This is an optimization exercise on Yosys and OpenROAD, whose aim is a short achievable clock period and few clock cycles per item, not a production implementation. Function was checked by simulation only, so behaviour that the tests miss may differ from the original. Power figures rest on the tool's default switching activity, not on a simulated workload.

**config.mk**
```make
export PLATFORM = sky130hd
export DESIGN_NAME = mtp40c_pe
export DESIGN_NICKNAME = mtp40c_pe
export VERILOG_FILES = /design/flow/design.v
export SDC_FILE = /design/flow/constraint.sdc
export NUM_CORES = 4
export LEC_CHECK = 0
export ABC_CLOCK_PERIOD_IN_PS = 1000
export CAP_MARGIN = 20
export CORE_MARGIN = 2
export CORE_UTILIZATION = 40
export SLEW_MARGIN = 20
export SYNTH_HIERARCHICAL = 1
export TNS_END_PERCENT = 100
```
**constraint.sdc**
```tcl
create_clock -name core_clock -period 10.0 [get_ports {clk}]
set_input_delay 2.0000 -clock core_clock [delete_from_list [all_inputs] [get_ports {clk}]]
set_output_delay 2.0000 -clock core_clock [all_outputs]
set_load 0.01 [all_outputs]
```
**flow/run.sh**
```bash
#!/bin/bash
# The standard layout (standard.sh: unchanged synthesis, floorplan, power
# grid, placement, CTS and routing) with three repair settings changed:
#  - timing repair aims at 7 ns of setup slack instead of 0, so that it keeps
#    improving the critical paths past the point where the clock is met;
#  - the port buffers are buf_4 cells (the default pick here is a delay
#    cell), still one buffer on every input and output port;
#  - resizing may change a cell's footprint.
# make's full output goes to standard_flow.log in this folder; each ORFS
# step's own log stays under orfs/logs/.
set -uo pipefail
bash standard.sh SETUP_SLACK_MARGIN=7 MATCH_CELL_FOOTPRINT=0 \
    "BUFFER_PORTS_ARGS=-buffer_cell sky130_fd_sc_hd__buf_4" finish \
    > standard_flow.log 2>&1
```
**standard.sh**
```bash
#!/bin/bash
# synth_recipe.tcl (not shown) runs the flow's synth.tcl, then flattens the netlist and writes it again
# the make line also repeats each setting of config.mk as NAME=value (left out here)
make -C /OpenROAD-flow-scripts/flow DESIGN_CONFIG=/design/flow/config.mk WORK_HOME=/design/flow/orfs CLKGATE_MAP_FILE= SYNTH_SCRIPT=/design/flow/synth_recipe.tcl "${@:-finish}"
```
**design.v**
```verilog
module mtp40c_crc_step (
    input  wire [7:0] hi_in,
    input  wire [7:0] lo_in,
    input  wire [7:0] data,
    output wire [7:0] hi_out,
    output wire [7:0] lo_out
);
    function [15:0] table_word;
        input [7:0] i;
        reg   [15:0] w;
        integer r;
        begin
            w = {8'd0, i};
            for (r = 0; r < 8; r = r + 1) begin
                if (w[0])
                    w = (w >> 1) ^ 16'hA001;
                else
                    w = w >> 1;
            end
            table_word = w;
        end
    endfunction
    wire [7:0]  idx   = lo_in ^ data;
    wire [15:0] entry = table_word(idx);
    assign lo_out = hi_in ^ entry[7:0];     
    assign hi_out = entry[15:8];            
endmodule
module mtp40c_crc_fold (
    input  wire [191:0] buf_in,     
    output wire [15:0]  y
);
    assign y[ 0] = ^(buf_in & 192'h920493e497a48e24db2525212139396968888cccd5550001);
    assign y[ 1] = ^(buf_in & 192'hb60db42db8ed926d6d6f6f63634b4bbbb99995557fff0002);
    assign y[ 2] = ^(buf_in & 192'h6c1b685b71db24dadadedec6c696977773332aaafffe0004);
    assign y[ 3] = ^(buf_in & 192'hd836d0b6e3b649b5b5bdbd8d8d2d2eeee6665555fffc0008);
    assign y[ 4] = ^(buf_in & 192'hb06da16dc76c936b6b7b7b1b1a5a5dddccccaaabfff80010);
    assign y[ 5] = ^(buf_in & 192'h60db42db8ed926d6d6f6f63634b4bbbb99995557fff00020);
    assign y[ 6] = ^(buf_in & 192'hc1b685b71db24dadadedec6c696977773332aaafffe00040);
    assign y[ 7] = ^(buf_in & 192'h836d0b6e3b649b5b5bdbd8d8d2d2eeee6665555fffc00080);
    assign y[ 8] = ^(buf_in & 192'h06da16dc76c936b6b7b7b1b1a5a5dddccccaaabfff800100);
    assign y[ 9] = ^(buf_in & 192'h0db42db8ed926d6d6f6f63634b4bbbb99995557fff000200);
    assign y[10] = ^(buf_in & 192'h1b685b71db24dadadedec6c696977773332aaafffe000400);
    assign y[11] = ^(buf_in & 192'h36d0b6e3b649b5b5bdbd8d8d2d2eeee6665555fffc000800);
    assign y[12] = ^(buf_in & 192'h6da16dc76c936b6b7b7b1b1a5a5dddccccaaabfff8001000);
    assign y[13] = ^(buf_in & 192'hdb42db8ed926d6d6f6f63634b4bbbb99995557fff0002000);
    assign y[14] = ^(buf_in & 192'h248124f925e9238936c94948484e4e5a5a22233335554000);
    assign y[15] = ^(buf_in & 192'h490249f24bd247126d929290909c9cb4b44446666aaa8000);
endmodule
module mtp40c_crc_finish (
    input  wire [15:0] y,
    input  wire [24:0] sel,         
    output wire [15:0] crc
);
    wire [15:0] x = y ^ 16'hFFFF;
    wire [15:0] p0 = {^(x & 16'h8000), ^(x & 16'h4000), ^(x & 16'h2000), ^(x & 16'h1000), ^(x & 16'h0800), ^(x & 16'h0400), ^(x & 16'h0200), ^(x & 16'h0100), ^(x & 16'h0080), ^(x & 16'h0040), ^(x & 16'h0020), ^(x & 16'h0010), ^(x & 16'h0008), ^(x & 16'h0004), ^(x & 16'h0002), ^(x & 16'h0001)};
    wire [15:0] p1 = {^(x & 16'h00ff), ^(x & 16'h007f), ^(x & 16'h00c0), ^(x & 16'h0060), ^(x & 16'h0030), ^(x & 16'h0018), ^(x & 16'h000c), ^(x & 16'h0006), ^(x & 16'h8003), ^(x & 16'h4001), ^(x & 16'h2000), ^(x & 16'h1000), ^(x & 16'h0800), ^(x & 16'h0400), ^(x & 16'h0200), ^(x & 16'h01ff)};
    wire [15:0] p2 = {^(x & 16'hfffd), ^(x & 16'h7ffe), ^(x & 16'hc002), ^(x & 16'h6001), ^(x & 16'h3000), ^(x & 16'h1800), ^(x & 16'h0c00), ^(x & 16'h0600), ^(x & 16'h0300), ^(x & 16'h0180), ^(x & 16'h00c0), ^(x & 16'h0060), ^(x & 16'h0030), ^(x & 16'h0018), ^(x & 16'h000c), ^(x & 16'hfffb)};
    wire [15:0] p3 = {^(x & 16'hfdff), ^(x & 16'hfeff), ^(x & 16'h0280), ^(x & 16'h0140), ^(x & 16'h00a0), ^(x & 16'h0050), ^(x & 16'h0028), ^(x & 16'h0014), ^(x & 16'h000a), ^(x & 16'h8005), ^(x & 16'hc002), ^(x & 16'h6001), ^(x & 16'h3000), ^(x & 16'h1800), ^(x & 16'h0c00), ^(x & 16'hfbff)};
    wire [15:0] p4 = {^(x & 16'hfff3), ^(x & 16'hfff9), ^(x & 16'h800f), ^(x & 16'h4007), ^(x & 16'ha003), ^(x & 16'h5001), ^(x & 16'h2800), ^(x & 16'h1400), ^(x & 16'h0a00), ^(x & 16'h0500), ^(x & 16'h0280), ^(x & 16'h0140), ^(x & 16'h00a0), ^(x & 16'h0050), ^(x & 16'h0028), ^(x & 16'hffe7)};
    wire [15:0] p5 = {^(x & 16'hf3ff), ^(x & 16'hf9ff), ^(x & 16'h0f00), ^(x & 16'h0780), ^(x & 16'h03c0), ^(x & 16'h01e0), ^(x & 16'h00f0), ^(x & 16'h0078), ^(x & 16'h003c), ^(x & 16'h001e), ^(x & 16'h800f), ^(x & 16'h4007), ^(x & 16'ha003), ^(x & 16'h5001), ^(x & 16'h2800), ^(x & 16'he7ff)};
    wire [15:0] p6 = {^(x & 16'hffd7), ^(x & 16'hffeb), ^(x & 16'h0022), ^(x & 16'h8011), ^(x & 16'hc008), ^(x & 16'he004), ^(x & 16'hf002), ^(x & 16'h7801), ^(x & 16'h3c00), ^(x & 16'h1e00), ^(x & 16'h0f00), ^(x & 16'h0780), ^(x & 16'h03c0), ^(x & 16'h01e0), ^(x & 16'h00f0), ^(x & 16'hffaf)};
    wire [15:0] p7 = {^(x & 16'hd7ff), ^(x & 16'hebff), ^(x & 16'h2200), ^(x & 16'h1100), ^(x & 16'h0880), ^(x & 16'h0440), ^(x & 16'h0220), ^(x & 16'h0110), ^(x & 16'h0088), ^(x & 16'h0044), ^(x & 16'h0022), ^(x & 16'h8011), ^(x & 16'hc008), ^(x & 16'he004), ^(x & 16'hf002), ^(x & 16'haffe)};
    wire [15:0] p8 = {^(x & 16'hff0f), ^(x & 16'hff87), ^(x & 16'h00cc), ^(x & 16'h0066), ^(x & 16'h8033), ^(x & 16'h4019), ^(x & 16'h200c), ^(x & 16'h1006), ^(x & 16'h8803), ^(x & 16'h4401), ^(x & 16'h2200), ^(x & 16'h1100), ^(x & 16'h0880), ^(x & 16'h0440), ^(x & 16'h0220), ^(x & 16'hfe1f)};
    wire [15:0] p9 = {^(x & 16'h0ffd), ^(x & 16'h87fe), ^(x & 16'hcc02), ^(x & 16'h6601), ^(x & 16'h3300), ^(x & 16'h1980), ^(x & 16'h0cc0), ^(x & 16'h0660), ^(x & 16'h0330), ^(x & 16'h0198), ^(x & 16'h00cc), ^(x & 16'h0066), ^(x & 16'h8033), ^(x & 16'h4019), ^(x & 16'h200c), ^(x & 16'h1ffb)};
    wire [15:0] p10 = {^(x & 16'hfddf), ^(x & 16'hfeef), ^(x & 16'h02a8), ^(x & 16'h0154), ^(x & 16'h00aa), ^(x & 16'h8055), ^(x & 16'hc02a), ^(x & 16'h6015), ^(x & 16'h300a), ^(x & 16'h9805), ^(x & 16'hcc02), ^(x & 16'h6601), ^(x & 16'h3300), ^(x & 16'h1980), ^(x & 16'h0cc0), ^(x & 16'hfbbf)};
    wire [15:0] p11 = {^(x & 16'hdff3), ^(x & 16'heff9), ^(x & 16'ha80f), ^(x & 16'h5407), ^(x & 16'haa03), ^(x & 16'h5501), ^(x & 16'h2a80), ^(x & 16'h1540), ^(x & 16'h0aa0), ^(x & 16'h0550), ^(x & 16'h02a8), ^(x & 16'h0154), ^(x & 16'h00aa), ^(x & 16'h8055), ^(x & 16'hc02a), ^(x & 16'hbfe6)};
    wire [15:0] p12 = {^(x & 16'hf33f), ^(x & 16'hf99f), ^(x & 16'h0ff0), ^(x & 16'h07f8), ^(x & 16'h03fc), ^(x & 16'h01fe), ^(x & 16'h80ff), ^(x & 16'h407f), ^(x & 16'ha03f), ^(x & 16'h501f), ^(x & 16'ha80f), ^(x & 16'h5407), ^(x & 16'haa03), ^(x & 16'h5501), ^(x & 16'h2a80), ^(x & 16'he67f)};
    wire [15:0] p13 = {^(x & 16'h3fd5), ^(x & 16'h9fea), ^(x & 16'hf020), ^(x & 16'hf810), ^(x & 16'hfc08), ^(x & 16'hfe04), ^(x & 16'hff02), ^(x & 16'h7f81), ^(x & 16'h3fc0), ^(x & 16'h1fe0), ^(x & 16'h0ff0), ^(x & 16'h07f8), ^(x & 16'h03fc), ^(x & 16'h01fe), ^(x & 16'h80ff), ^(x & 16'h7faa)};
    wire [15:0] p14 = {^(x & 16'hd57f), ^(x & 16'heabf), ^(x & 16'h2020), ^(x & 16'h1010), ^(x & 16'h0808), ^(x & 16'h0404), ^(x & 16'h0202), ^(x & 16'h8101), ^(x & 16'hc080), ^(x & 16'he040), ^(x & 16'hf020), ^(x & 16'hf810), ^(x & 16'hfc08), ^(x & 16'hfe04), ^(x & 16'hff02), ^(x & 16'haafe)};
    wire [15:0] p15 = {^(x & 16'h7f00), ^(x & 16'hbf80), ^(x & 16'h20c0), ^(x & 16'h1060), ^(x & 16'h0830), ^(x & 16'h0418), ^(x & 16'h020c), ^(x & 16'h0106), ^(x & 16'h8083), ^(x & 16'h4041), ^(x & 16'h2020), ^(x & 16'h1010), ^(x & 16'h0808), ^(x & 16'h0404), ^(x & 16'h0202), ^(x & 16'hfe01)};
    wire [15:0] p16 = {^(x & 16'h00fd), ^(x & 16'h807e), ^(x & 16'hc0c2), ^(x & 16'h6061), ^(x & 16'h3030), ^(x & 16'h1818), ^(x & 16'h0c0c), ^(x & 16'h0606), ^(x & 16'h8303), ^(x & 16'h4181), ^(x & 16'h20c0), ^(x & 16'h1060), ^(x & 16'h0830), ^(x & 16'h0418), ^(x & 16'h020c), ^(x & 16'h01fb)};
    wire [15:0] p17 = {^(x & 16'hfdfd), ^(x & 16'h7efe), ^(x & 16'hc282), ^(x & 16'h6141), ^(x & 16'h30a0), ^(x & 16'h1850), ^(x & 16'h0c28), ^(x & 16'h0614), ^(x & 16'h030a), ^(x & 16'h8185), ^(x & 16'hc0c2), ^(x & 16'h6061), ^(x & 16'h3030), ^(x & 16'h1818), ^(x & 16'h0c0c), ^(x & 16'hfbfb)};
    wire [15:0] p18 = {^(x & 16'hfdf3), ^(x & 16'hfef9), ^(x & 16'h828f), ^(x & 16'h4147), ^(x & 16'ha0a3), ^(x & 16'h5051), ^(x & 16'h2828), ^(x & 16'h1414), ^(x & 16'h0a0a), ^(x & 16'h8505), ^(x & 16'hc282), ^(x & 16'h6141), ^(x & 16'h30a0), ^(x & 16'h1850), ^(x & 16'h0c28), ^(x & 16'hfbe7)};
    wire [15:0] p19 = {^(x & 16'hf3f3), ^(x & 16'hf9f9), ^(x & 16'h8f0f), ^(x & 16'h4787), ^(x & 16'ha3c3), ^(x & 16'h51e1), ^(x & 16'h28f0), ^(x & 16'h1478), ^(x & 16'h0a3c), ^(x & 16'h051e), ^(x & 16'h828f), ^(x & 16'h4147), ^(x & 16'ha0a3), ^(x & 16'h5051), ^(x & 16'h2828), ^(x & 16'he7e7)};
    wire [15:0] p20 = {^(x & 16'hf3d7), ^(x & 16'hf9eb), ^(x & 16'h0f22), ^(x & 16'h8791), ^(x & 16'hc3c8), ^(x & 16'he1e4), ^(x & 16'hf0f2), ^(x & 16'h7879), ^(x & 16'h3c3c), ^(x & 16'h1e1e), ^(x & 16'h8f0f), ^(x & 16'h4787), ^(x & 16'ha3c3), ^(x & 16'h51e1), ^(x & 16'h28f0), ^(x & 16'he7af)};
    wire [15:0] p21 = {^(x & 16'hd7d7), ^(x & 16'hebeb), ^(x & 16'h2222), ^(x & 16'h9111), ^(x & 16'hc888), ^(x & 16'he444), ^(x & 16'hf222), ^(x & 16'h7911), ^(x & 16'h3c88), ^(x & 16'h1e44), ^(x & 16'h0f22), ^(x & 16'h8791), ^(x & 16'hc3c8), ^(x & 16'he1e4), ^(x & 16'hf0f2), ^(x & 16'hafae)};
    wire [15:0] p22 = {^(x & 16'hd70f), ^(x & 16'heb87), ^(x & 16'h22cc), ^(x & 16'h1166), ^(x & 16'h88b3), ^(x & 16'h4459), ^(x & 16'h222c), ^(x & 16'h1116), ^(x & 16'h888b), ^(x & 16'h4445), ^(x & 16'h2222), ^(x & 16'h9111), ^(x & 16'hc888), ^(x & 16'he444), ^(x & 16'hf222), ^(x & 16'hae1e)};
    wire [15:0] p23 = {^(x & 16'h0f0d), ^(x & 16'h8786), ^(x & 16'hccce), ^(x & 16'h6667), ^(x & 16'hb333), ^(x & 16'h5999), ^(x & 16'h2ccc), ^(x & 16'h1666), ^(x & 16'h8b33), ^(x & 16'h4599), ^(x & 16'h22cc), ^(x & 16'h1166), ^(x & 16'h88b3), ^(x & 16'h4459), ^(x & 16'h222c), ^(x & 16'h1e1b)};
    wire [15:0] p24 = {^(x & 16'h0ddd), ^(x & 16'h86ee), ^(x & 16'hceaa), ^(x & 16'h6755), ^(x & 16'h33aa), ^(x & 16'h99d5), ^(x & 16'hccea), ^(x & 16'h6675), ^(x & 16'h333a), ^(x & 16'h999d), ^(x & 16'hccce), ^(x & 16'h6667), ^(x & 16'hb333), ^(x & 16'h5999), ^(x & 16'h2ccc), ^(x & 16'h1bbb)};
    assign crc = ({16{sel[0]}} & p0) |
                 ({16{sel[1]}} & p1) |
                 ({16{sel[2]}} & p2) |
                 ({16{sel[3]}} & p3) |
                 ({16{sel[4]}} & p4) |
                 ({16{sel[5]}} & p5) |
                 ({16{sel[6]}} & p6) |
                 ({16{sel[7]}} & p7) |
                 ({16{sel[8]}} & p8) |
                 ({16{sel[9]}} & p9) |
                 ({16{sel[10]}} & p10) |
                 ({16{sel[11]}} & p11) |
                 ({16{sel[12]}} & p12) |
                 ({16{sel[13]}} & p13) |
                 ({16{sel[14]}} & p14) |
                 ({16{sel[15]}} & p15) |
                 ({16{sel[16]}} & p16) |
                 ({16{sel[17]}} & p17) |
                 ({16{sel[18]}} & p18) |
                 ({16{sel[19]}} & p19) |
                 ({16{sel[20]}} & p20) |
                 ({16{sel[21]}} & p21) |
                 ({16{sel[22]}} & p22) |
                 ({16{sel[23]}} & p23) |
                 ({16{sel[24]}} & p24);
endmodule
module mtp40c_pe (
    input  wire        clk,
    input  wire        rst,         
    input  wire        cmd_valid,
    output wire        cmd_ready,
    input  wire [39:0] cmd_word,
    output wire        done,
    output wire [31:0] result,
    output wire [2:0]  status,
    input  wire [31:0] now_ms,
    output wire        tx_valid,
    output wire [7:0]  tx_data,
    input  wire        tx_ready,
    input  wire        rx_valid,
    input  wire [7:0]  rx_data,
    output wire        rx_ready
);
    localparam [7:0]  TX_CAP       = 8'd24;
    localparam [7:0]  RESP_CAP     = 8'd24;
    localparam [7:0]  BROADCAST    = 8'hFE;
    localparam [7:0]  ADDR_MAX     = 8'd247;
    localparam [7:0]  DEFAULT_ADDR = 8'h01;
    localparam [7:0]  DEVICE_TYPE  = 8'h02;
    localparam [31:0] TIMEOUT_DEF  = 32'd100;
    localparam [31:0] RATE_WINDOW  = 32'd4000;
    localparam [31:0] APR_MIN      = 32'h442F0000;    
    localparam [31:0] APR_MAX      = 32'h44898000;    
    localparam [15:0] SPC_MIN      = 16'd400;
    localparam [15:0] SPC_MAX      = 16'd5000;
    localparam [15:0] HRS_MIN      = 16'd24;
    localparam [15:0] HRS_MAX      = 16'd720;
    localparam [31:0] F32_M999     = 32'hC479C000;    
    localparam [7:0] OP_BEGIN      = 8'h01;
    localparam [7:0] OP_GETADDR    = 8'h10;
    localparam [7:0] OP_SETADDR    = 8'h11;
    localparam [7:0] OP_SETGENERIC = 8'h12;
    localparam [7:0] OP_SETSPECIF  = 8'h13;
    localparam [7:0] OP_USESPECIF  = 8'h14;
    localparam [7:0] OP_GETAIRP    = 8'h20;
    localparam [7:0] OP_SETAIRP    = 8'h21;
    localparam [7:0] OP_GETGAS     = 8'h22;
    localparam [7:0] OP_SETSPC     = 8'h30;
    localparam [7:0] OP_SPCREADY   = 8'h31;
    localparam [7:0] OP_OPENSC     = 8'h32;
    localparam [7:0] OP_CLOSESC    = 8'h33;
    localparam [7:0] OP_SCSTATUS   = 8'h34;
    localparam [7:0] OP_SETHOURS   = 8'h35;
    localparam [7:0] OP_GETHOURS   = 8'h36;
    localparam [7:0] OP_SETTIMEOUT = 8'h40;
    localparam [7:0] OP_GETTIMEOUT = 8'h41;
    localparam [7:0] OP_SUPPRESS   = 8'h42;
    localparam [7:0] OP_GETSUPPR   = 8'h43;
    localparam [7:0] OP_LASTREAD   = 8'h44;
    localparam [7:0] OP_GETTYPE    = 8'h45;
    localparam [7:0] OP_LASTERROR  = 8'h46;
    localparam [7:0] OP_CRC16      = 8'h50;
    localparam [7:0] OP_REQUEST    = 8'h51;
    localparam [7:0] OP_WRBUF      = 8'h52;
    localparam [7:0] OP_RDBUF      = 8'h53;
    localparam [2:0] ST_OK       = 3'd0;
    localparam [2:0] ST_VALID    = 3'd1;
    localparam [2:0] ST_TIMEOUT  = 3'd2;
    localparam [2:0] ST_PROTOCOL = 3'd3;
    localparam [2:0] ST_ILLEGAL  = 3'd4;
    function legal_word;
        input [7:0]  op;
        input [31:0] v;
        begin
            case (op)
                OP_BEGIN, OP_SETADDR, OP_CRC16, OP_RDBUF:
                    legal_word = (v[31:8] == 24'd0);
                OP_GETADDR, OP_SETGENERIC, OP_SETSPECIF, OP_USESPECIF,
                OP_GETAIRP, OP_GETGAS, OP_SPCREADY, OP_OPENSC, OP_CLOSESC,
                OP_SCSTATUS, OP_GETHOURS, OP_GETTIMEOUT, OP_GETSUPPR,
                OP_LASTREAD, OP_GETTYPE, OP_LASTERROR:
                    legal_word = (v == 32'd0);
                OP_SETAIRP, OP_SETTIMEOUT:
                    legal_word = 1'b1;
                OP_SETSPC, OP_SETHOURS, OP_REQUEST, OP_WRBUF:
                    legal_word = (v[31:16] == 16'd0);
                OP_SUPPRESS:
                    legal_word = (v[31:1] == 31'd0);
                default:
                    legal_word = 1'b0;    
            endcase
        end
    endfunction
    function [4:0] tmpl_len;
        input [7:0] op;
        begin
            case (op)
                OP_GETADDR:  tmpl_len = 5'd8;
                OP_SETADDR:  tmpl_len = 5'd9;
                OP_GETAIRP:  tmpl_len = 5'd8;
                OP_SETAIRP:  tmpl_len = 5'd10;
                OP_GETGAS:   tmpl_len = 5'd8;
                OP_SETSPC:   tmpl_len = 5'd9;
                OP_SPCREADY: tmpl_len = 5'd6;
                OP_OPENSC:   tmpl_len = 5'd6;
                OP_CLOSESC:  tmpl_len = 5'd6;
                OP_SCSTATUS: tmpl_len = 5'd6;
                OP_SETHOURS: tmpl_len = 5'd8;
                OP_GETHOURS: tmpl_len = 5'd6;
                default:     tmpl_len = 5'd6;
            endcase
        end
    endfunction
    function [4:0] resp_len;
        input [7:0] op;
        begin
            case (op)
                OP_GETADDR:  resp_len = 5'd7;
                OP_SETADDR:  resp_len = 5'd8;
                OP_GETAIRP:  resp_len = 5'd10;
                OP_SETAIRP:  resp_len = 5'd10;
                OP_GETGAS:   resp_len = 5'd14;
                OP_SETSPC:   resp_len = 5'd10;
                OP_SPCREADY: resp_len = 5'd6;
                OP_OPENSC:   resp_len = 5'd6;
                OP_CLOSESC:  resp_len = 5'd6;
                OP_SCSTATUS: resp_len = 5'd6;
                OP_SETHOURS: resp_len = 5'd6;
                OP_GETHOURS: resp_len = 5'd9;
                default:     resp_len = 5'd6;
            endcase
        end
    endfunction
    function [7:0] tmpl_byte;
        input [7:0]  op;
        input [4:0]  i;
        input [31:0] v;
        begin
            tmpl_byte = 8'h00;
            case (op)
                OP_GETADDR: begin
                    if (i == 5'd1) tmpl_byte = 8'hA0;
                    if (i == 5'd5) tmpl_byte = 8'h01;
                end
                OP_SETADDR: begin
                    if (i == 5'd1) tmpl_byte = 8'hA1;
                    if (i == 5'd5) tmpl_byte = 8'h01;
                    if (i == 5'd6) tmpl_byte = v[7:0];
                end
                OP_GETAIRP: begin
                    if (i == 5'd1) tmpl_byte = 8'hA2;
                    if (i == 5'd5) tmpl_byte = 8'h02;
                end
                OP_SETAIRP: begin
                    if (i == 5'd1) tmpl_byte = 8'hA3;
                    if (i == 5'd4) tmpl_byte = v[7:0];
                    if (i == 5'd5) tmpl_byte = v[15:8];
                    if (i == 5'd6) tmpl_byte = v[23:16];
                    if (i == 5'd7) tmpl_byte = v[31:24];
                end
                OP_GETGAS: begin
                    if (i == 5'd1) tmpl_byte = 8'hA4;
                    if (i == 5'd5) tmpl_byte = 8'h03;
                end
                OP_SETSPC: begin
                    if (i == 5'd1) tmpl_byte = 8'hA5;
                    if (i == 5'd4) tmpl_byte = v[7:0];
                    if (i == 5'd5) tmpl_byte = v[15:8];
                end
                OP_SPCREADY: begin
                    if (i == 5'd1) tmpl_byte = 8'hA6;
                    if (i == 5'd3) tmpl_byte = 8'h01;
                end
                OP_OPENSC: begin
                    if (i == 5'd1) tmpl_byte = 8'hA7;
                    if (i == 5'd3) tmpl_byte = 8'h01;
                end
                OP_CLOSESC: begin
                    if (i == 5'd1) tmpl_byte = 8'hA7;
                end
                OP_SCSTATUS: begin
                    if (i == 5'd1) tmpl_byte = 8'hA8;
                end
                OP_SETHOURS: begin
                    if (i == 5'd1) tmpl_byte = 8'hA9;
                    if (i == 5'd4) tmpl_byte = v[7:0];
                    if (i == 5'd5) tmpl_byte = v[15:8];
                end
                OP_GETHOURS: begin
                    if (i == 5'd1) tmpl_byte = 8'hAA;
                end
                default: tmpl_byte = 8'h00;
            endcase
        end
    endfunction
    function [31:0] timeout_sentinel;
        input [7:0] op;
        begin
            case (op)
                OP_GETADDR:  timeout_sentinel = 32'h000000FF;
                OP_GETAIRP:  timeout_sentinel = F32_M999;
                OP_SCSTATUS: timeout_sentinel = 32'h00000002;
                OP_GETHOURS: timeout_sentinel = 32'h0000FFFF;
                default:     timeout_sentinel = 32'h00000000;
            endcase
        end
    endfunction
    function gt32;
        input [31:0] a;
        input [31:0] b;
        reg   [31:0] g;
        reg   [31:0] p;
        integer w, k;
        begin
            g = a & ~b;
            p = a | ~b;
            for (w = 1; w < 32; w = w * 2) begin
                for (k = 0; k + w < 32; k = k + 2 * w) begin
                    g[k] = g[k + w] | (p[k + w] & g[k]);
                    p[k] = p[k + w] & p[k];
                end
            end
            gt32 = g[0];
        end
    endfunction
    function [32:0] add32;
        input [31:0] a;
        input [31:0] b;
        reg   [31:0] p;
        reg   [31:0] gg;
        reg   [31:0] pp;
        integer w, k;
        begin
            p  = a ^ b;
            gg = a & b;
            pp = p;
            for (w = 1; w < 32; w = w * 2) begin
                for (k = 31; k >= w; k = k - 1) begin
                    gg[k] = gg[k] | (pp[k] & gg[k - w]);
                    pp[k] = pp[k] & pp[k - w];
                end
            end
            add32 = {gg[31], p ^ {gg[30:0], 1'b0}};
        end
    endfunction
    function gt8;
        input [7:0] a;
        input [7:0] b;
        begin
            gt8 = gt32({24'd0, a}, {24'd0, b});
        end
    endfunction
    function [7:0] buf_byte;
        input [191:0] b;
        input [4:0]   i;
        begin
            case (i)
                5'd0:  buf_byte = b[  7:  0];
                5'd1:  buf_byte = b[ 15:  8];
                5'd2:  buf_byte = b[ 23: 16];
                5'd3:  buf_byte = b[ 31: 24];
                5'd4:  buf_byte = b[ 39: 32];
                5'd5:  buf_byte = b[ 47: 40];
                5'd6:  buf_byte = b[ 55: 48];
                5'd7:  buf_byte = b[ 63: 56];
                5'd8:  buf_byte = b[ 71: 64];
                5'd9:  buf_byte = b[ 79: 72];
                5'd10: buf_byte = b[ 87: 80];
                5'd11: buf_byte = b[ 95: 88];
                5'd12: buf_byte = b[103: 96];
                5'd13: buf_byte = b[111:104];
                5'd14: buf_byte = b[119:112];
                5'd15: buf_byte = b[127:120];
                5'd16: buf_byte = b[135:128];
                5'd17: buf_byte = b[143:136];
                5'd18: buf_byte = b[151:144];
                5'd19: buf_byte = b[159:152];
                5'd20: buf_byte = b[167:160];
                5'd21: buf_byte = b[175:168];
                5'd22: buf_byte = b[183:176];
                5'd23: buf_byte = b[191:184];
                default: buf_byte = 8'h00;
            endcase
        end
    endfunction
    reg        idle_r;      
    reg        dec_r;       
    reg        crc_r;       
    reg        crc_r2;      
    reg        tx_r;        
    reg        tx_first;    
    reg        rx_r;        
    reg        done_r;      
    reg        upd_addr, upd_gen, upd_spc, upd_tmo, upd_sup, upd_wr;
    reg [23:0] wr_sel;      
    reg [39:0] cmd;
    reg [31:0] now_a;       
    reg [31:0] result_r;
    reg [2:0]  status_r;    
    reg [7:0]  addr;
    reg        specific;
    reg [31:0] timeout;
    reg        suppress;
    reg [31:0] lastread;
    reg [31:0] lr_end;      
    reg        lr_wrap;     
    reg [15:0] gas;
    reg [31:0] airp;
    reg [191:0] txbuf;
    reg [191:0] respbuf;
    reg [7:0]  tx_byte;     
    reg [23:0] tx_oh;       
    reg [23:0] nx_oh;       
    reg [4:0]  tleft;       
    reg [4:0]  rlen;        
    reg [15:0] crc;         
    reg        rx_rdy;      
    reg        rx_first;    
    reg        rx_second;   
    reg [32:0] np_tmo;      
    reg [23:0] rx_oh;       
    reg [4:0]  rrem;        
    reg [31:0] tstart;      
    reg [31:0] dline;       
    reg        dl_wrap;     
    reg [31:0] now_p;       
    reg        rxv_p;       
    reg [15:0] crc_y;
    reg [24:0] crc_sel;     
    reg [15:0] crc_res;     
    wire [7:0]  opcode  = cmd[39:32];
    wire [31:0] operand = cmd[31:0];
    wire        is_req  = (opcode == OP_REQUEST);
    wire        is_read = (opcode == OP_GETGAS) || (opcode == OP_GETAIRP);
    assign cmd_ready = idle_r;
    assign done      = done_r;
    assign result    = result_r;
    assign status    = status_r;
    assign tx_valid  = tx_r;
    assign tx_data   = tx_byte;
    assign rx_ready  = rx_rdy;
    reg         d_illegal, d_valerr;
    reg  [23:0] rd_sel;
    reg  [23:0] crc_bytes;
    wire d_after  = !gt32(lastread, now_a);       
    wire d_before = gt32(lr_end, now_a);          
    wire d_cached = lr_wrap ? (d_after || d_before) : (d_after && d_before);
    wire        w_tx, w_done, w_dec;
    wire        w_upd_addr, w_upd_gen, w_upd_spc, w_upd_tmo, w_upd_sup, w_upd_wr;
    wire [23:0] w_wr_sel, w_rd_sel, w_crc_mask;
    wire [31:0] f_result;
    wire [2:0]  f_status;
    wire [4:0]  w_len, w_rlen;
    wire        w_illegal, w_valerr;
    mtp40c_decode u_dec (
        .cmd_word   (cmd_word),
        .specific   (specific),
        .suppress   (suppress),
        .timeout    (timeout),
        .lastread   (lastread),
        .status_q   (status_r),
        .gas        (gas),
        .airp       (airp),
        .w_tx       (w_tx),
        .w_done     (w_done),
        .w_dec      (w_dec),
        .w_upd_addr (w_upd_addr),
        .w_upd_gen  (w_upd_gen),
        .w_upd_spc  (w_upd_spc),
        .w_upd_tmo  (w_upd_tmo),
        .w_upd_sup  (w_upd_sup),
        .w_upd_wr   (w_upd_wr),
        .w_wr_sel   (w_wr_sel),
        .f_result   (f_result),
        .f_status   (f_status),
        .w_len      (w_len),
        .w_rlen     (w_rlen),
        .w_illegal  (w_illegal),
        .w_valerr   (w_valerr),
        .w_rd_sel   (w_rd_sel),
        .w_crc_mask (w_crc_mask)
    );
    wire [7:0] addr_byte = specific ? addr : BROADCAST;
    wire [32:0] lr_sum   = add32(lastread, RATE_WINDOW);
    reg [7:0] rd_byte;
    integer r;
    always @(*) begin
        rd_byte = 8'h00;
        for (r = 0; r < 24; r = r + 1)
            rd_byte = rd_byte | ({8{rd_sel[r]}} & respbuf[8*r +: 8]);
    end
    reg [191:0] crc_mask;
    integer m;
    always @(*) begin
        for (m = 0; m < 24; m = m + 1)
            crc_mask[8*m +: 8] = crc_bytes[m] ? txbuf[8*m +: 8] : 8'h00;
    end
    wire [15:0] fold_y;
    mtp40c_crc_fold u_fold (.buf_in(crc_mask), .y(fold_y));
    wire [15:0] crc16_res;
    mtp40c_crc_finish u_finish (.y(crc_y), .sel(crc_sel), .crc(crc16_res));
    wire [7:0] crc_hi_next;
    wire [7:0] crc_lo_next;
    mtp40c_crc_step u_crc (
        .hi_in  (crc[15:8]),
        .lo_in  (crc[7:0]),
        .data   (tx_byte),
        .hi_out (crc_hi_next),
        .lo_out (crc_lo_next)
    );
    reg [7:0] nx_buf;
    integer t;
    always @(*) begin
        nx_buf = 8'h00;
        for (t = 0; t < 24; t = t + 1)
            nx_buf = nx_buf | ({8{nx_oh[t]}} & txbuf[8*t +: 8]);
    end
    wire [7:0] frame_byte = (tx_first && !is_req) ? tmpl_byte(opcode, 5'd1, operand) : nx_buf;
    wire [7:0] tx_next = (tleft == 5'd3) ? crc_lo_next :
                         (tleft == 5'd2) ? crc[15:8] : frame_byte;
    wire tx_go   = tx_r && tx_ready;
    wire tx_last = tx_go && (tleft == 5'd1);
    wire take     = rx_rdy && rx_valid;
    wire [31:0] dl_now   = rx_second ? np_tmo[31:0] : dline;
    wire        dl_wrapn = rx_second ? np_tmo[32]   : dl_wrap;
    wire late_p   = !rx_first &&
                    (dl_wrapn ? (gt32(now_p, dl_now) && gt32(tstart, now_p))
                              : (gt32(now_p, dl_now) || gt32(tstart, now_p)));
    wire [32:0] np_sum;
    mtp40c_add32 u_add (.a(now_p), .b(timeout), .s(np_sum));
    wire rx_end   = take && (rrem == 5'd1);
    function [7:0] rb;
        input integer i;
        begin
            rb = respbuf[8*i +: 8];
        end
    endfunction
    reg [31:0] x_result;
    reg [2:0]  x_status;
    always @(*) begin
        x_result = 32'd1;
        x_status = ST_OK;
        case (opcode)
            OP_GETADDR:  x_result = {24'd0, rb(3)};
            OP_GETAIRP:  x_result = {8'd0, rb(6), rb(5), rb(4)};
            OP_GETGAS: begin
                if (rb(8) != 8'd0 || rb(9) != 8'd0 || rb(10) != 8'd0 || rb(11) != 8'd0) begin
                    x_result = 32'd0;
                    x_status = ST_PROTOCOL;
                end else begin
                    x_result = {16'd0, rb(5), rb(4)};
                end
            end
            OP_SETSPC: begin
                if (rb(7) == 8'd0) begin
                    x_result = 32'd0;
                    x_status = ST_PROTOCOL;
                end
            end
            OP_SPCREADY: x_result = {31'd0, rb(3) == 8'd0};
            OP_SCSTATUS: x_result = {24'd0, rb(3)};
            OP_SETHOURS: begin
                if (rb(3) != 8'd0) begin
                    x_result = 32'd0;
                    x_status = ST_PROTOCOL;
                end
            end
            OP_GETHOURS: x_result = {16'd0, rb(4), rb(3)};
            default: ;    
        endcase
    end
    wire x_ok = (tx_last && rlen == 5'd0) || (rx_r && rx_end);
    integer i;
    always @(posedge clk) begin
        now_p   <= now_ms;
        np_tmo  <= np_sum;
        rxv_p   <= rx_valid;
        lr_end  <= lr_sum[31:0];
        lr_wrap <= lr_sum[32];
        crc_res   <= crc16_res;
        upd_addr  <= !rst && idle_r && cmd_valid && w_upd_addr;
        upd_gen   <= !rst && idle_r && cmd_valid && w_upd_gen;
        upd_spc   <= !rst && idle_r && cmd_valid && w_upd_spc;
        upd_tmo   <= !rst && idle_r && cmd_valid && w_upd_tmo;
        upd_sup   <= !rst && idle_r && cmd_valid && w_upd_sup;
        upd_wr    <= !rst && idle_r && cmd_valid && w_upd_wr;
        wr_sel    <= w_wr_sel;
        d_illegal <= w_illegal;
        d_valerr  <= w_valerr;
        rd_sel    <= w_rd_sel;
        crc_bytes <= w_crc_mask;
        if (idle_r) begin
            cmd       <= cmd_word;
            now_a     <= now_ms;
        end
        if (rst) begin
            idle_r   <= 1'b1;
            dec_r    <= 1'b0;
            crc_r    <= 1'b0;
            crc_r2   <= 1'b0;
            tx_r     <= 1'b0;
            tx_first <= 1'b0;
            rx_r     <= 1'b0;
            done_r   <= 1'b0;
            result_r <= 32'd0;
            status_r <= ST_OK;
            addr     <= DEFAULT_ADDR;
            specific <= 1'b0;
            timeout  <= TIMEOUT_DEF;
            suppress <= 1'b0;
            lastread <= 32'd0;
            lr_end   <= RATE_WINDOW;
            lr_wrap  <= 1'b0;
            gas      <= 16'd0;
            airp     <= 32'd0;
            tx_byte  <= 8'd0;
            tx_oh    <= 24'd1;
            nx_oh    <= 24'd2;
            tleft    <= 5'd0;
            rlen     <= 5'd0;
            crc      <= 16'hFFFF;
            rx_rdy   <= 1'b0;
            rx_first <= 1'b0;
            rx_second <= 1'b0;
            rx_oh    <= 24'd1;
            rrem     <= 5'd0;
            tstart   <= 32'd0;
            dline    <= 32'd0;
            dl_wrap  <= 1'b0;
            crc_y    <= 16'd0;
            crc_sel  <= 25'd0;
        end else begin
            result_r <= timeout_sentinel(opcode);
            if (dec_r) begin
                dec_r    <= 1'b0;
                crc_y    <= fold_y;
                for (i = 0; i < 25; i = i + 1)
                    crc_sel[i] <= (operand[4:0] == i);
                if (d_illegal) begin
                    result_r <= 32'd0;
                    status_r <= ST_ILLEGAL;
                    done_r   <= 1'b1;
                end else if (opcode == OP_CRC16) begin
                    crc_r    <= 1'b1;
                end else if (opcode == OP_RDBUF) begin
                    result_r <= {24'd0, rd_byte};
                    status_r <= ST_OK;
                    done_r   <= 1'b1;
                end else if (d_valerr) begin
                    result_r <= 32'd0;
                    status_r <= ST_VALID;
                    done_r   <= 1'b1;
                end else if (is_read && d_cached) begin
                    result_r <= (opcode == OP_GETGAS) ? {16'd0, gas} : airp;
                    status_r <= ST_OK;
                    done_r   <= 1'b1;             
                end else begin
                    tx_r     <= 1'b1;
                    tx_first <= 1'b1;
                end
            end
            if (crc_r) begin
                crc_r    <= 1'b0;
                crc_r2   <= 1'b1;
            end
            if (crc_r2) begin
                crc_r2   <= 1'b0;
                result_r <= {16'd0, crc_res};
                status_r <= ST_OK;
                done_r   <= 1'b1;
            end
            if (tx_first) begin
                tx_first   <= 1'b0;
                txbuf[7:0] <= addr_byte;
                if (!is_req) begin
                    for (i = 1; i < 24; i = i + 1)
                        if (gt8({3'd0, tleft}, i))
                            txbuf[8*i +: 8] <= tmpl_byte(opcode, i[4:0], operand);
                end
                if (is_read)
                    lastread <= now_a;
            end
            if (tx_r && tleft == 5'd2) begin
                for (i = 0; i < 24; i = i + 1) begin
                    if (tx_oh[i]) txbuf[8*i +: 8] <= crc[7:0];
                    if (nx_oh[i]) txbuf[8*i +: 8] <= crc[15:8];
                end
            end
            if (tx_go) begin
                if (tleft != 5'd1 && tleft != 5'd2)
                    crc <= {crc_hi_next, crc_lo_next};
                if (tleft == 5'd1) begin
                    status_r <= ST_TIMEOUT;
                    tx_r     <= 1'b0;
                    tstart   <= now_ms;
                    rx_oh    <= 24'd1;
                    rrem     <= rlen;
                    if (rlen != 5'd0) begin
                        rx_r     <= 1'b1;
                        rx_first <= 1'b1;
                        rx_rdy   <= rx_valid;
                    end
                end else begin
                    tx_byte <= tx_next;
                    tx_oh   <= nx_oh;
                    nx_oh   <= {nx_oh[22:0], 1'b0};
                    tleft   <= tleft - 5'd1;
                end
            end
            if (rx_r) begin
                rx_first  <= 1'b0;
                rx_second <= rx_first;
                if (rx_second) begin
                    dline   <= np_tmo[31:0];
                    dl_wrap <= np_tmo[32];
                end
                if (take) begin
                    for (i = 0; i < 24; i = i + 1)
                        if (rx_oh[i]) respbuf[8*i +: 8] <= rx_data;
                    rx_oh <= {rx_oh[22:0], 1'b0};
                    rrem  <= rrem - 5'd1;
                end
                if (rx_end) begin
                    rx_r   <= 1'b0;
                    rx_rdy <= 1'b0;
                end else if (late_p) begin
                    rx_r     <= 1'b0;
                    rx_rdy   <= 1'b0;
                    done_r   <= 1'b1;
                end else begin
                    rx_rdy <= rxv_p;
                end
            end
            if (x_ok) begin
                result_r <= x_result;
                status_r <= x_status;
                done_r   <= 1'b1;
                if (x_status == ST_OK) begin
                    case (opcode)
                        OP_SETADDR: addr <= operand[7:0];
                        OP_GETAIRP: airp <= x_result;
                        OP_GETGAS:  gas  <= x_result[15:0];
                        default: ;
                    endcase
                end
            end
            if (done_r) begin
                done_r   <= 1'b0;
                idle_r   <= 1'b1;
            end
            if (upd_addr) addr     <= operand[7:0];
            if (upd_gen)  specific <= 1'b0;
            if (upd_spc)  specific <= 1'b1;
            if (upd_tmo)  timeout  <= operand;
            if (upd_sup)  suppress <= operand[0];
            for (i = 0; i < 24; i = i + 1)
                if (upd_wr && wr_sel[i])
                    txbuf[8*i +: 8] <= operand[7:0];
            if (idle_r) begin
                result_r <= f_result;
                tx_byte <= addr_byte;
                tx_oh   <= 24'd1;
                nx_oh   <= 24'd2;
                tleft   <= w_len;
                rlen    <= w_rlen;
                crc     <= 16'hFFFF;
            end
            if (idle_r && cmd_valid) begin
                idle_r   <= 1'b0;
                status_r <= f_status;
                tx_r     <= w_tx;
                tx_first <= w_tx;
                dec_r    <= w_dec;
                done_r   <= w_done;
            end
        end
    end
endmodule
module mtp40c_decode (
    input  wire [39:0] cmd_word,
    input  wire        specific,
    input  wire        suppress,
    input  wire [31:0] timeout,
    input  wire [31:0] lastread,
    input  wire [2:0]  status_q,
    input  wire [15:0] gas,
    input  wire [31:0] airp,
    output wire        w_tx,          
    output wire        w_done,        
    output wire        w_dec,         
    output wire        w_upd_addr,    
    output wire        w_upd_gen,
    output wire        w_upd_spc,
    output wire        w_upd_tmo,
    output wire        w_upd_sup,
    output wire        w_upd_wr,
    output reg  [23:0] w_wr_sel,      
    output wire [31:0] f_result,      
    output wire [2:0]  f_status,      
    output wire [4:0]  w_len,         
    output wire [4:0]  w_rlen,        
    output wire        w_illegal,     
    output wire        w_valerr,      
    output reg  [23:0] w_rd_sel,      
    output reg  [23:0] w_crc_mask     
);
    localparam [7:0]  TX_CAP       = 8'd24;
    localparam [7:0]  RESP_CAP     = 8'd24;
    localparam [7:0]  BROADCAST    = 8'hFE;
    localparam [7:0]  ADDR_MAX     = 8'd247;
    localparam [7:0]  DEFAULT_ADDR = 8'h01;
    localparam [7:0]  DEVICE_TYPE  = 8'h02;
    localparam [31:0] TIMEOUT_DEF  = 32'd100;
    localparam [31:0] RATE_WINDOW  = 32'd4000;
    localparam [31:0] APR_MIN      = 32'h442F0000;    
    localparam [31:0] APR_MAX      = 32'h44898000;    
    localparam [15:0] SPC_MIN      = 16'd400;
    localparam [15:0] SPC_MAX      = 16'd5000;
    localparam [15:0] HRS_MIN      = 16'd24;
    localparam [15:0] HRS_MAX      = 16'd720;
    localparam [31:0] F32_M999     = 32'hC479C000;    
    localparam [7:0] OP_BEGIN      = 8'h01;
    localparam [7:0] OP_GETADDR    = 8'h10;
    localparam [7:0] OP_SETADDR    = 8'h11;
    localparam [7:0] OP_SETGENERIC = 8'h12;
    localparam [7:0] OP_SETSPECIF  = 8'h13;
    localparam [7:0] OP_USESPECIF  = 8'h14;
    localparam [7:0] OP_GETAIRP    = 8'h20;
    localparam [7:0] OP_SETAIRP    = 8'h21;
    localparam [7:0] OP_GETGAS     = 8'h22;
    localparam [7:0] OP_SETSPC     = 8'h30;
    localparam [7:0] OP_SPCREADY   = 8'h31;
    localparam [7:0] OP_OPENSC     = 8'h32;
    localparam [7:0] OP_CLOSESC    = 8'h33;
    localparam [7:0] OP_SCSTATUS   = 8'h34;
    localparam [7:0] OP_SETHOURS   = 8'h35;
    localparam [7:0] OP_GETHOURS   = 8'h36;
    localparam [7:0] OP_SETTIMEOUT = 8'h40;
    localparam [7:0] OP_GETTIMEOUT = 8'h41;
    localparam [7:0] OP_SUPPRESS   = 8'h42;
    localparam [7:0] OP_GETSUPPR   = 8'h43;
    localparam [7:0] OP_LASTREAD   = 8'h44;
    localparam [7:0] OP_GETTYPE    = 8'h45;
    localparam [7:0] OP_LASTERROR  = 8'h46;
    localparam [7:0] OP_CRC16      = 8'h50;
    localparam [7:0] OP_REQUEST    = 8'h51;
    localparam [7:0] OP_WRBUF      = 8'h52;
    localparam [7:0] OP_RDBUF      = 8'h53;
    localparam [2:0] ST_OK       = 3'd0;
    localparam [2:0] ST_VALID    = 3'd1;
    localparam [2:0] ST_TIMEOUT  = 3'd2;
    localparam [2:0] ST_PROTOCOL = 3'd3;
    localparam [2:0] ST_ILLEGAL  = 3'd4;
    function [4:0] tmpl_len;
        input [7:0] op;
        begin
            case (op)
                OP_GETADDR:  tmpl_len = 5'd8;
                OP_SETADDR:  tmpl_len = 5'd9;
                OP_GETAIRP:  tmpl_len = 5'd8;
                OP_SETAIRP:  tmpl_len = 5'd10;
                OP_GETGAS:   tmpl_len = 5'd8;
                OP_SETSPC:   tmpl_len = 5'd9;
                OP_SPCREADY: tmpl_len = 5'd6;
                OP_OPENSC:   tmpl_len = 5'd6;
                OP_CLOSESC:  tmpl_len = 5'd6;
                OP_SCSTATUS: tmpl_len = 5'd6;
                OP_SETHOURS: tmpl_len = 5'd8;
                OP_GETHOURS: tmpl_len = 5'd6;
                default:     tmpl_len = 5'd6;
            endcase
        end
    endfunction
    function [4:0] resp_len;
        input [7:0] op;
        begin
            case (op)
                OP_GETADDR:  resp_len = 5'd7;
                OP_SETADDR:  resp_len = 5'd8;
                OP_GETAIRP:  resp_len = 5'd10;
                OP_SETAIRP:  resp_len = 5'd10;
                OP_GETGAS:   resp_len = 5'd14;
                OP_SETSPC:   resp_len = 5'd10;
                OP_SPCREADY: resp_len = 5'd6;
                OP_OPENSC:   resp_len = 5'd6;
                OP_CLOSESC:  resp_len = 5'd6;
                OP_SCSTATUS: resp_len = 5'd6;
                OP_SETHOURS: resp_len = 5'd6;
                OP_GETHOURS: resp_len = 5'd9;
                default:     resp_len = 5'd6;
            endcase
        end
    endfunction
    function gt32;
        input [31:0] a;
        input [31:0] b;
        reg   [31:0] g;
        reg   [31:0] p;
        integer w, k;
        begin
            g = a & ~b;
            p = a | ~b;
            for (w = 1; w < 32; w = w * 2) begin
                for (k = 0; k + w < 32; k = k + 2 * w) begin
                    g[k] = g[k + w] | (p[k + w] & g[k]);
                    p[k] = p[k + w] & p[k];
                end
            end
            gt32 = g[0];
        end
    endfunction
    function gt8;
        input [7:0] a;
        input [7:0] b;
        begin
            gt8 = gt32({24'd0, a}, {24'd0, b});
        end
    endfunction
    wire [7:0]  w_op    = cmd_word[39:32];
    wire [31:0] w_v     = cmd_word[31:0];
    wire [7:0]  w_cl    = w_v[15:8];
    wire [7:0]  w_rl    = w_v[7:0];
    wire [2:0]  status_r = status_q;
    wire o_begin  = (w_op == OP_BEGIN);
    wire o_getadr = (w_op == OP_GETADDR);
    wire o_setadr = (w_op == OP_SETADDR);
    wire o_setgen = (w_op == OP_SETGENERIC);
    wire o_setspc = (w_op == OP_SETSPECIF);
    wire o_usespc = (w_op == OP_USESPECIF);
    wire o_getapr = (w_op == OP_GETAIRP);
    wire o_setapr = (w_op == OP_SETAIRP);
    wire o_getgas = (w_op == OP_GETGAS);
    wire o_setcor = (w_op == OP_SETSPC);
    wire o_corrdy = (w_op == OP_SPCREADY);
    wire o_opensc = (w_op == OP_OPENSC);
    wire o_clossc = (w_op == OP_CLOSESC);
    wire o_scstat = (w_op == OP_SCSTATUS);
    wire o_sethrs = (w_op == OP_SETHOURS);
    wire o_gethrs = (w_op == OP_GETHOURS);
    wire o_settmo = (w_op == OP_SETTIMEOUT);
    wire o_gettmo = (w_op == OP_GETTIMEOUT);
    wire o_supp   = (w_op == OP_SUPPRESS);
    wire o_getsup = (w_op == OP_GETSUPPR);
    wire o_lastrd = (w_op == OP_LASTREAD);
    wire o_gettyp = (w_op == OP_GETTYPE);
    wire o_lasterr= (w_op == OP_LASTERROR);
    wire o_crc16  = (w_op == OP_CRC16);
    wire o_req    = (w_op == OP_REQUEST);
    wire o_wrbuf  = (w_op == OP_WRBUF);
    wire o_rdbuf  = (w_op == OP_RDBUF);
    wire z_31_16 = (w_v[31:16] == 16'd0);
    wire z_15_8  = (w_v[15:8] == 8'd0);
    wire z_7_1   = (w_v[7:1] == 7'd0);
    wire z_31_8  = z_31_16 && z_15_8;
    wire z_31_1  = z_31_8 && z_7_1;
    wire z_31_0  = z_31_1 && !w_v[0];
    wire f_n  = o_getadr | o_setgen | o_setspc | o_usespc | o_getapr | o_getgas |
                o_corrdy | o_opensc | o_clossc | o_scstat | o_gethrs | o_gettmo |
                o_getsup | o_lastrd | o_gettyp | o_lasterr;
    wire f_8  = o_begin | o_setadr | o_crc16 | o_rdbuf;
    wire f_16 = o_setcor | o_sethrs | o_req | o_wrbuf;
    wire f_32 = o_setapr | o_settmo;
    wire w_legal = (f_n && z_31_0) || (f_8 && z_31_8) || (f_16 && z_31_16) ||
                   f_32 || (o_supp && z_31_1);
    wire a_bad = gt8(w_v[7:0], ADDR_MAX);                
    wire i_bad = gt8(w_v[15:8], TX_CAP - 8'd1);          
    wire r_bad = gt8(w_v[7:0], RESP_CAP - 8'd1);         
    wire n_bad = gt8(w_v[7:0], TX_CAP);                  
    wire q_bad = gt8(8'd4, w_cl) || gt8(w_cl, TX_CAP) || gt8(w_rl, RESP_CAP);
    assign w_tx   = ((o_getadr || o_corrdy || o_opensc || o_clossc || o_scstat ||
                    o_gethrs) && z_31_0) ||
                  (o_setadr && z_31_8 && !a_bad) ||
                  (o_req && z_31_16 && !q_bad);
    wire o_more = o_getadr | o_setadr | o_getapr | o_setapr | o_getgas |
                  o_setcor | o_corrdy | o_opensc | o_clossc | o_scstat |
                  o_sethrs | o_gethrs | o_crc16 | o_req | o_rdbuf;
    assign w_done = ((o_setgen || o_setspc || o_usespc || o_gettmo || o_getsup ||
                    o_lastrd || o_gettyp || o_lasterr) && z_31_0) ||
                  (o_begin && z_31_8) || (o_wrbuf && z_31_16) || o_settmo ||
                  (o_supp && z_31_1);
    assign w_dec  = !w_done && !w_tx;
    assign w_upd_addr = w_legal && o_begin && !a_bad;
    assign w_upd_gen  = w_legal && o_setgen;
    assign w_upd_spc  = w_legal && o_setspc;
    assign w_upd_tmo  = w_legal && o_settmo;
    assign w_upd_sup  = w_legal && o_supp;
    assign w_upd_wr   = w_legal && o_wrbuf && !i_bad;
    integer q;
    always @(*) begin
        for (q = 0; q < 24; q = q + 1)
            w_wr_sel[q] = (w_v[12:8] == q);
    end
    assign f_result =
        (
            ({32{o_begin && !a_bad}} & 32'd1) |
            ({32{o_usespc}} & {31'd0, specific}) |
            ({32{o_gettmo}} & timeout) |
            ({32{o_getsup}} & {31'd0, suppress}) |
            ({32{o_lastrd}} & lastread) |
            ({32{o_gettyp}} & {24'd0, DEVICE_TYPE}) |
            ({32{o_lasterr}} & {29'd0, status_r}) |
            ({32{o_getgas}} & {16'd0, gas}) |                
            ({32{o_getapr}} & airp));                        
    assign f_status =
        (o_begin && a_bad)     ? ST_VALID   :
        (o_wrbuf && i_bad)     ? ST_ILLEGAL :
        o_lasterr              ? status_r   : ST_OK;
    assign w_len  = o_req ? w_cl[4:0] : tmpl_len(w_op);
    assign w_rlen = o_req ? w_rl[4:0] : resp_len(w_op);
    assign w_illegal = !w_legal || (o_rdbuf && r_bad) || (o_crc16 && n_bad) ||
                     (o_req && q_bad);
    assign w_valerr  =
        (o_setadr && a_bad) ||
        (o_setapr && (gt32(APR_MIN, w_v) || gt32(w_v, APR_MAX))) ||
        (o_setcor && (gt32({16'd0, SPC_MIN}, {16'd0, w_v[15:0]}) ||
                      gt32({16'd0, w_v[15:0]}, {16'd0, SPC_MAX}))) ||
        (o_sethrs && (gt32({16'd0, HRS_MIN}, {16'd0, w_v[15:0]}) ||
                      gt32({16'd0, w_v[15:0]}, {16'd0, HRS_MAX})));
    always @(*) begin
        for (q = 0; q < 24; q = q + 1) begin
            w_rd_sel[q]   = (w_v[4:0] == q);
            w_crc_mask[q] = gt8({3'd0, w_v[4:0]}, q);
        end
    end
endmodule
module mtp40c_add32 (
    input  wire [31:0] a,
    input  wire [31:0] b,
    output wire [32:0] s
);
    wire [31:0] p = a ^ b;
    reg  [31:0] gg;
    reg  [31:0] pp;
    integer w, k;
    always @(*) begin
        gg = a & b;
        pp = p;
        for (w = 1; w < 32; w = w * 2) begin
            for (k = 31; k >= w; k = k - 1) begin
                gg[k] = gg[k] | (pp[k] & gg[k - w]);
                pp[k] = pp[k] & pp[k - w];
            end
        end
    end
    assign s = {gg[31], p ^ {gg[30:0], 1'b0}};
endmodule
```
==> flow_metrics.env <==
export IMPL_outcome="timing/DRC/antenna clean"
export IMPL_yosys_register_bits=1004
export IMPL_final_cell_mix="720 x nand2_1, 566 x nor2_1, 534 x xnor2_1"
export IMPL_vias=60317
export IMPL_start_util_pct=40.2
export IMPL_synth_simple_area_share_pct=15.4
export IMPL_die_w_um=402
export IMPL_detailroute_wirelength_met2_um=131000
export IMPL_syn_cell_area_um2=63400
export IMPL_synth_compound_gate_area_share_pct=20.3
export IMPL_dr_wl_met3_um=34700
export IMPL_syn2layout_area_growth_pct=23.6
export IMPL_cts_tree="done"
export IMPL_max_clock_freq_ghz=0.298
export IMPL_io_pins=132
export IMPL_path_common_cell="maj3_2"
export IMPL_finalWorstPathRequiredPeriod_ps=3350
export IMPL_overall_global_routing_usage_pct=37.0
export IMPL_syn_area_per_cell_um2=9.10
export IMPL_cap_viol_max_count=0
export IMPL_crit_slowest_cell="or4b_4"
export IMPL_ys_flop_type="dfxtp_1"
export IMPL_floorplan_die_area_um2=162000
export IMPL_core_area_um2=158000
export IMPL_grt_setup_unrepaired="yes"
export IMPL_crit_required_ps=10620
export IMPL_cts_max_path_buffers=3
export IMPL_worst_hold_startpoint="crc_r"
export IMPL_yosysWarningCount=10
export IMPL_stdcell_count=9412
export IMPL_number_of_hold_slack_violations_in_the_final_timing_report=0
export IMPL_io_buffers=131
export IMPL_multiplexer_area_fraction_after_synthesis_pct=1.99
export IMPL_sequential_to_total_area_share_from_yosys_stat_pct=38.9
export IMPL_vias_per_cell=6.41
export IMPL_synth_adder_area_share_pct=1.19
export IMPL_final_antenna_net_count=0
export IMPL_cts_htree_levels=3
export IMPL_timing_critical_path_cells="nor2b_1 -> maj3_2 -> maj3_2 -> or4b_4 -> a221oi_4 -> o21ai_2 -> maj3_2 -> a211oi_4 -> buf_4 -> o211a_1 -> o22ai_1"
export IMPL_power_per_cell_area_nw_per_um2=200
export IMPL_fin_worst_skew_ps=61.6
export IMPL_fp_dieH_um=402
export IMPL_route_final_wire_length_um=314000
export IMPL_filler_cell_count=14701
export IMPL_mostFrequentLayoutCell="nand2_1"
export IMPL_share_of_post_route_cells_with_drive_strength_above_1_pct=22.2
export IMPL_ys_types=114
export IMPL_drt_wirelength_per_cell_um=33.4
export IMPL_holdWs_ps=429
export IMPL_drc=0
export IMPL_endpoint_class_of_the_critical_path="flip-flop"
export IMPL_top_layer_used="met5"
export IMPL_wirelength_met1_um=122000
export IMPL_grt_antenna_before_repair=21
export IMPL_timing_max_transition_violations_final=0
export IMPL_worstPathMaxFanout=4
export IMPL_totalNegativeSetupSlack_ps=0
export IMPL_clock_sinks=1004
export IMPL_rr_startpoint="lr_end[4]"
export IMPL_p_leak_uw=0.0281
export IMPL_setup_viol=0
export IMPL_area_share_of_xor_xnor_cells_in_the_synthesized_design_pct=18.0
export IMPL_global_route_overflow_total=0
export IMPL_worst_r2r_path_depth=11
export IMPL_drt_pre_antenna_iters=8
export IMPL_hold_path_end="crc_r"
export IMPL_timing_worst_slew_pin_value_ps=1330
export IMPL_syn_instance_count=6963
export IMPL_number_of_global_route_vias_before_repair=54637
export IMPL_routabilityCongestion=1.03
export IMPL_ff_to_ff_setup_slack_ps=6650
export IMPL_clk_pin_slew_ps=70
export IMPL_critPathArrivalTime_ps=3970
export IMPL_combinational_family_with_the_most_area_after_synthesis="compound AO/OA/AOI/OAI gates"
export IMPL_post_synth_edffs=456
export IMPL_dpl_cell_count=8776
export IMPL_tritoncts_num_buffers=109
export IMPL_worst_setup_path_type="reg2reg"
export IMPL_regToRegEndpoint="done_r"
export IMPL_cts_root_buf="clkbuf_16"
export IMPL_synthArstFlopShare_pct=0
export IMPL_num_nets_final=7356
export IMPL_share_of_the_cycle_needed_by_the_critical_path_after_routing_pct=33.5
export IMPL_vdd_ir_drop_worst_mv=0.223
export IMPL_grt_max_degree=102
export IMPL_max_slew_margin_rel_pct=11.4
export IMPL_min_delay_path_class="reg2reg"
export IMPL_post_cts_hold_buffer_count=0
export IMPL_rows=146
export IMPL_worst_skew_pair_later_pin_latency_ps=780
export IMPL_whs_path_cells=1
export IMPL_grt_first_pass_wirelength_um=429000
export IMPL_detailedRoute_firstIterationViolations=9459
export IMPL_dp_hpwl_um=218000
export IMPL_worst_setup_path_start_kind="flip-flop"
export IMPL_crit_path_max_incr_delay_ps=530
## per-module statistics from Yosys (local to each module, per instance)
module | cells inside | cell area, µm² | flip-flops and latches
mtp40c_crc_step | 26 | 251 | 0
mtp40c_crc_finish | 842 | 6960 | 0
mtp40c_decode | 413 | 2280 | 0
mtp40c_pe | 4865 | 45700 | 1004
mtp40c_add32 | 234 | 1670 | 0
mtp40c_crc_fold | 583 | 6520 | 0
## power breakdown
group          internal [µW]  total [µW]  switching, µW
logic                   3350        6680           3330
clock network           2440        4310           1870
registers               4430        4650            218
total                  10200       15600           5420
## layout make-up
class                           count  area (µm²)  share of cell area, %
Clock buffer                      152        3080                   3.94
Sequential cell                  1004       24900                   31.8
Multi-Input combinational cell   5301       40300                   51.4
Timing Repair Buffer              668        6130                   7.82
Clock inverter                     55         716                  0.914
Inverter                          146         574                  0.733
Tap cell                         2072        2590                   3.31
Antenna cell                       14        35.0                 0.0447
## routing by layer
metal,GRT usage [%],up-vias
li1,-,25632
met1,49.1,29362
met2,54.4,4254
met3,7.90,1055
met4,23.9,14
met5,0,-
## registers in the layout, summed over array words and instances (netlist names), 25 cells and up
name / flops
lastread: 32
dline: 32
lr_end: 32
now_a: 32
timeout: 32
np_tmo: 33
cmd: 40
txbuf: 192
tstart: 32
now_p: 32
result_r: 32
respbuf: 192
crc_sel: 25
## critical path, delay by kind of cell (launching register included)
family | cells | cell delay (ps)
AOI/OAI and AO/OA | 5 | 1020
adders and majority gates | 3 | 1000
buffers and inverters | 1 | 190
DFF | 1 | 310
and+or+nand+nor | 2 | 650
## worst max-delay path by stage
| stage | start | end | slack (ps) | cells past startpoint |
|---|---|---|---|---|
| after detailed placement | tx_ready | result_r[19] | 5270 | 9 |
| after floorplan | cmd_word[39] | result_r[22] | 6220 | 11 |
| final | lr_end[4] | done_r | 6650 | 11 |
| after CTS | tx_r | tx_valid | 6660 | 1 |
| after global placement | tx_ready | result_r[20] | 5320 | 9 |
| after global routing | now_a[5] | done_r | 6620 | 11 |
## kinds of logic after synthesis
group,Yosys count
DFF,1004
AOI/OAI and AO/OA,1932
and+or+nand+nor,2111
adders and majority gates,64
buffers and inverters,672
muxes,125
other,1
xor gates and xnor gates,1054
## what timing repair did
item,4_1_cts,5_1_grt
pin swaps,115,194
cloned,7,12
setup endpoints to repair,734,311
buffers inserted,190,206
gates resized for setup,691,415
## synth_stat cells, drive strengths merged (52+ instances only)
cell,n,area [µm²]
a211oi,97,746
a21oi,476,2400
a221oi,100,876
a222oi,52,521
a22oi,377,2840
and2,243,1520
buf,138,663
clkbuf,388,1460
dfxtp,548,11000
edfxtp,456,13700
inv,145,544
mux2i,119,1190
nand2,734,2760
nand2b,64,400
nand3,110,551
nand4,62,394
nor2,625,2350
nor2b,59,369
nor3,74,375
o21ai,373,1870
o22ai,91,569
xnor2,727,6670
xnor3,111,2500
xor2,201,1870
## stage by stage
step / worst slack, ps / instance area (µm²) / util, % / power, µW
after global routing: 6620 / 78300 / 49.6 / 16100
after detailed placement: 5270 / 66300 / 42.0 / 10100
after floorplan: 6220 / 64000 / - / 8700
final: 6650 / 78300 / 49.6 / 15600
after CTS: 6660 / 74600 / 47.3 / 14900
after global placement: 5320 / 66200 / 42.0 / 10100
Testbench counts, summed over its fixed seeds: cycles 51,443, commands 4,800.

[re-timing with driven ports]
In the flow no input, the clock included, has a driving cell. The finished layout below was timed again as built, in two steps.
Step 1 (the two cells are an assumption about what drives the block):
set clk [get_ports {clk}]
set_driving_cell -lib_cell sky130_fd_sc_hd__clkbuf_16 $clk
set_driving_cell -lib_cell sky130_fd_sc_hd__buf_2 [delete_from_list [all_inputs] $clk]
Step 2 adds t to the input delays and takes it off the output delays; t is the mean of the earliest and latest rising clock arrival at the registers after step 1. Input paths then give back, and output paths get back, about the clock's delay inside the block.
Three values: ideal ports, drivers, drivers and shift; two values: the first two.
shift t [ns]: 0.834
setup WS [ns]: 6.649 / 6.590 / 5.949
worst setup path at the end: input to register
worst data-port slew with drivers (ns): 0.27
cell pins on the clock port's net: 1
After both steps setup and hold are still met in this run. For this run, drivers alone change the setup slack by -0.059 ns; drivers and shift together by -0.700 ns.
